Background: an optimization exercise with open tools, aiming at a short achievable clock period. Do not read the settings as production practice.
Only simulation tests tie the RTL to the original design; equivalence was not proved.
Power and IR drop assume default switching activity.

## job 9653
## fstc
module fstc (
    input  wire        clk,
    input  wire        rst,
    input  wire        start,
    input  wire        tick,
    input  wire        rsp_valid,
    input  wire [1:0]  rsp_kind,
    input  wire [7:0]  rsp_b0,
    input  wire [7:0]  rsp_b1,
    output wire        rd_req,
    output wire [1:0]  rd_len,
    output wire        busy,
    output wire        valid,
    output wire        failed,
    output wire [2:0]  err,
    output wire [15:0] sr0,
    output wire [15:0] sr1,
    output wire [15:0] sr2,
    output wire [15:0] sr3,
    output wire [15:0] sr4,
    output wire [15:0] sr5,
    output wire [15:0] sr6,
    output wire [15:0] sr7,
    output wire [15:0] sr8,
    output wire [15:0] sr9,
    output wire [15:0] sr10,
    output wire [15:0] sr11,
    output wire [15:0] sr12,
    output wire [15:0] sr13,
    output wire [15:0] sr14,
    output wire [15:0] sr15
);
    localparam [2:0] PH_IDLE    = 3'd0;
    localparam [2:0] PH_SEARCH  = 3'd1;
    localparam [2:0] PH_LENGTH  = 3'd2;
    localparam [2:0] PH_PAYLOAD = 3'd3;
    localparam [2:0] PH_DONE    = 3'd4;
    localparam [2:0] PH_FAIL    = 3'd5;
    reg [2:0]   phase_q;
    reg [4:0]   idx_q;
    reg [15:0]  elapsed_q;
    reg [12:0]  cks_q;           
    reg [15:0]  cks_exp_q;
    reg [2:0]   err_q;
    reg [191:0] buf_q;           
    reg [15:0]  w_q;             
    reg [11:0]  wv_q;            
    reg         busy_q;          
    reg         idle_q;          
    reg         valid_q;         
    reg         failed_q;        
    reg         srch_q;          
    reg         len_q;           
    reg         pay_q;           
    reg         p26_q;           
    reg         ws_q;            
    reg         wsg_q;           
    reg         wl_q;            
    reg         wlg_q;           
    reg         wlpg_q;          
    reg  [11:0] slot_q;          
    reg  [11:0] vc_q;            
    reg         gt_q;            
  ...
For scale: about 1,200 cells after synthesis, about 320 flip-flops, about 290 I/O pins, ~14,000 um^2 of cells after synthesis.
==> module fstc_rdreq, before the edit <==
module fstc_rdreq (
    input  wire       rst,
    input  wire       start,
    input  wire       tick,
    input  wire       rsp_valid,
    input  wire [1:0] rsp_kind,
    input  wire [7:0] rsp_b0,
    input  wire [7:0] rsp_b1,
    input  wire       idle,        
    input  wire       ws,          
    input  wire       wsg,         
    input  wire       wl,          
    input  wire       wlg,         
    input  wire       wp,          
    input  wire       wlpg,        
    input  wire       eq,          
    output wire       rd_req
);
    wire rv = rsp_valid;
    wire k1 = rsp_kind[1];
    wire k0 = rsp_kind[0];
    wire [7:0] a = rsp_b0;
    wire [7:0] b = rsp_b1;
    wire s_, t_, k3, kz, nk3;
    fstc_g_nor2b  g_s   (.a(rst), .b(start), .y(s_));            
    fstc_g_a21oi  g_t   (.a1(eq), .a2(tick), .b1(rst), .y(t_));   
    fstc_g_and2   g_k3  (.a(k1), .b(k0), .y(k3));
    fstc_g_nor2   g_kz  (.a(k1), .b(k0), .y(kz));
    fstc_g_nand2  g_nk3 (.a(k1), .b(k0), .y(nk3));
    wire o1, o2, o3, o4, o5, o6, o7, o8;
    fstc_g_nor2b  g_o1 (.a(a[0]), .b(k1),   .y(o1));
    fstc_g_nor2b  g_o2 (.a(a[1]), .b(b[2]), .y(o2));
    fstc_g_nor2b  g_o3 (.a(a[2]), .b(b[3]), .y(o3));
    fstc_g_nor2b  g_o4 (.a(a[3]), .b(b[4]), .y(o4));
    fstc_g_nor3   g_o5 (.a(a[4]), .b(a[5]), .c(a[6]), .y(o5));
    fstc_g_nor3   g_o6 (.a(a[7]), .b(b[0]), .c(b[1]), .y(o6));
    fstc_g_nor2   g_o7 (.a(b[5]), .b(b[6]), .y(o7));
    fstc_g_nor2   g_o8 (.a(b[7]), .b(k0),   .y(o8));
    wire x1, x2, x3a, x3b, x5, x6, y1a, y1b, y2, m1, m2;
    fstc_g_nand2  g_x1 (.a(s_), .b(idle), .y(x1));
    fstc_g_nand4  g_x2 (.a(s_), .b(rv), .c(k3),  .d(ws),   .y(x2));
    fstc_g_nand4  g_x3a (.a(s_), .b(rv), .c(k1), .d(wp),   .y(x3a));
    fstc_g_nand4  g_x3b (.a(s_), .b(rv), .c(k0), .d(wp),   .y(x3b));
    fstc_g_nand4  g_x5 (.a(t_), .b(rv), .c(nk3), .d(wsg),  .y(x5));
    fstc_g_nand4  g_x6 (.a(t_), .b(rv), .c(kz),  .d(wlpg), .y(x6));
    fstc_g_nand4  g_y1a (.a(s_), .b(rv), .c(k1), .d(wl),   .y(y1a));
    fstc_g_nand4  g_y1b (.a(s_), .b(rv), .c(k0), .d(wl),   .y(y1b));
    fstc_g_and3   g_y2 (.a(t_), .b(rv), .c(wlg), .y(y2));
    fstc_g_nand4  g_m1 (.a(o1), .b(o2), .c(o3), .d(o4), .y(m1));
    fstc_g_nand4  g_m2 (.a(o5), .b(o6), .c(o7), .d(o8), .y(m2));
    wire w1, w2, y1, z1, lok;
    fstc_g_nand4  g_w1  (.a(x1), .b(x2), .c(x3a), .d(x3b), .y(w1));
    fstc_g_nand2  g_y1  (.a(y1a), .b(y1b), .y(y1));
    fstc_g_nand2  g_w2  (.a(x5), .b(x6), .y(w2));
    fstc_g_nor2   g_lok (.a(m1), .b(m2), .y(lok));
    wire z2;
    fstc_g_o21ai  g_z1  (.a1(m1), .a2(m2), .b1(y1), .y(z1));   
    fstc_g_nand2  g_z2 (.a(lok), .b(y2), .y(z2));
    fstc_g_nand4bb g_rd (.a_n(w1), .b_n(w2), .c(z1), .d(z2), .y(rd_req));
endmodule
Settings: LEC_CHECK=0, CAP_MARGIN=20, CORE_MARGIN=2, CORE_UTILIZATION=40, PLACE_DENSITY=0.6, SETUP_SLACK_MARGIN=4, SLEW_MARGIN=20, SYNTH_HIERARCHICAL=1, SYNTH_MINIMUM_KEEP_SIZE=0; clock period 6.5 ns.
run.sh (not shown) runs the stock make flow with config.mk's settings and CLKGATE_MAP_FILE= SYNTH_SCRIPT=/design/flow/synth_recipe.tcl, a recipe that flattens the netlist after the stock synthesis.
Input-level comparison between job 6649 and job 9653:
-- flow/design.v --
<<< job 9653, line 379
    wire [7:0] a = rsp_b0;
    wire [7:0] b = rsp_b1;
    wire s_, t_, k3, kz, nk3;
    fstc_g_nor2b  g_s   (.a(rst), .b(start), .y(s_));            
    fstc_g_a21oi  g_t   (.a1(eq), .a2(tick), .b1(rst), .y(t_));   
    fstc_g_and2   g_k3  (.a(k1), .b(k0), .y(k3));
    fstc_g_nor2   g_kz  (.a(k1), .b(k0), .y(kz));
>>> job 6649, line 379
    wire [7:0] a = rsp_b0;
    wire [7:0] b = rsp_b1;
    wire s1, s2, s3, t1, t2, k3, kz, nk3;
    fstc_g_nor2b  g_s1  (.a(rst), .b(start), .y(s1));            
    fstc_g_nor2b  g_s2  (.a(rst), .b(start), .y(s2));
    fstc_g_nor2b  g_s3  (.a(rst), .b(start), .y(s3));
    fstc_g_a21oi  g_t1  (.a1(eq), .a2(tick), .b1(rst), .y(t1));   
    fstc_g_a21oi  g_t2  (.a1(eq), .a2(tick), .b1(rst), .y(t2));
    fstc_g_and2   g_k3  (.a(k1), .b(k0), .y(k3));
    fstc_g_nor2   g_kz  (.a(k1), .b(k0), .y(kz));
<<< job 9653, line 395
    fstc_g_nor2   g_o8 (.a(b[7]), .b(k0),   .y(o8));
    wire x1, x2, x3a, x3b, x5, x6, y1a, y1b, y2, m1, m2;
    fstc_g_nand2  g_x1 (.a(s_), .b(idle), .y(x1));
    fstc_g_nand4  g_x2 (.a(s_), .b(rv), .c(k3),  .d(ws),   .y(x2));
    fstc_g_nand4  g_x3a (.a(s_), .b(rv), .c(k1), .d(wp),   .y(x3a));
    fstc_g_nand4  g_x3b (.a(s_), .b(rv), .c(k0), .d(wp),   .y(x3b));
    fstc_g_nand4  g_x5 (.a(t_), .b(rv), .c(nk3), .d(wsg),  .y(x5));
    fstc_g_nand4  g_x6 (.a(t_), .b(rv), .c(kz),  .d(wlpg), .y(x6));
    fstc_g_nand4  g_y1a (.a(s_), .b(rv), .c(k1), .d(wl),   .y(y1a));
    fstc_g_nand4  g_y1b (.a(s_), .b(rv), .c(k0), .d(wl),   .y(y1b));
    fstc_g_and3   g_y2 (.a(t_), .b(rv), .c(wlg), .y(y2));
    fstc_g_nand4  g_m1 (.a(o1), .b(o2), .c(o3), .d(o4), .y(m1));
    fstc_g_nand4  g_m2 (.a(o5), .b(o6), .c(o7), .d(o8), .y(m2));
>>> job 6649, line 398
    fstc_g_nor2   g_o8 (.a(b[7]), .b(k0),   .y(o8));
    wire x1, x2, x3a, x3b, x5, x6, y1a, y1b, y2, m1, m2;
    fstc_g_nand2  g_x1 (.a(s1), .b(idle), .y(x1));
    fstc_g_nand4  g_x2 (.a(s1), .b(rv), .c(k3),  .d(ws),   .y(x2));
    fstc_g_nand4  g_x3a (.a(s2), .b(rv), .c(k1), .d(wp),   .y(x3a));
    fstc_g_nand4  g_x3b (.a(s2), .b(rv), .c(k0), .d(wp),   .y(x3b));
    fstc_g_nand4  g_x5 (.a(t1), .b(rv), .c(nk3), .d(wsg),  .y(x5));
    fstc_g_nand4  g_x6 (.a(t1), .b(rv), .c(kz),  .d(wlpg), .y(x6));
    fstc_g_nand4  g_y1a (.a(s3), .b(rv), .c(k1), .d(wl),   .y(y1a));
    fstc_g_nand4  g_y1b (.a(s3), .b(rv), .c(k0), .d(wl),   .y(y1b));
    fstc_g_and3   g_y2 (.a(t2), .b(rv), .c(wlg), .y(y2));
    fstc_g_nand4  g_m1 (.a(o1), .b(o2), .c(o3), .d(o4), .y(m1));
    fstc_g_nand4  g_m2 (.a(o5), .b(o6), .c(o7), .d(o8), .y(m2));
==> notes.md <==
The clock network latency to the later pin of the worst-skew pair on job 6649 is in line with that on job 9653. Looking at arrival time of data at the critical path endpoint, job 6649 sits 50 ps above job 9653. Total power of job 6649 is lower than that of job 9653. Per the comparison of job 6649 with job 9653, final area shows no meaningful change, number of resized instances in the post-cts repair step went down by 18. Going from job 9653 to job 6649, mean routed wirelength per cell grew by a few percent. Between job 6649 and job 9653, the difference in netlist area before placement is negligible. Row clock share of power: job 6649 lower / job 9653 higher. Compare job 6649 and job 9653 | via count normalized by instance count lower: job 9653. The mux contribution to synthesized area on job 6649 is in line with that on job 9653.

-- port drivers added, routing unchanged --
The results above use ideal ports. As a check the final layouts listed here were re-extracted and re-timed, cells and wires unchanged. Step 1: set_driving_cell puts a clkbuf_16 on clk and a buf_2 on each other input, an assumption about the parent block. Step 2 also shifts input and output timing later by t, the mid clock arrival at the registers, as if the neighbouring blocks saw the same clock. Three values: ideal ports, drivers, drivers and shift; two values: the first two.
| run | shift t [ns] | slack for setup (ns) | hold slack, ns | slew at the worst register clock pin (ns) | worst slew at a driven data input, ns |
|---|---|---|---|---|---|
| job 9653 | 0.568 | 3.007 / 2.873 / 2.648 | 0.484 / 0.484 / 0.484 | 0.06 / 0.06 | 0.15 |
| job 6649 | 0.563 | 2.960 / 2.814 / 2.570 | 0.483 / 0.483 / 0.483 | 0.06 / 0.06 | 0.16 |
After both steps every run listed still meets setup and hold. The setup slack of job 6649, which loses most, moves by -0.146 ns with the drivers and by -0.390 ns with both steps.
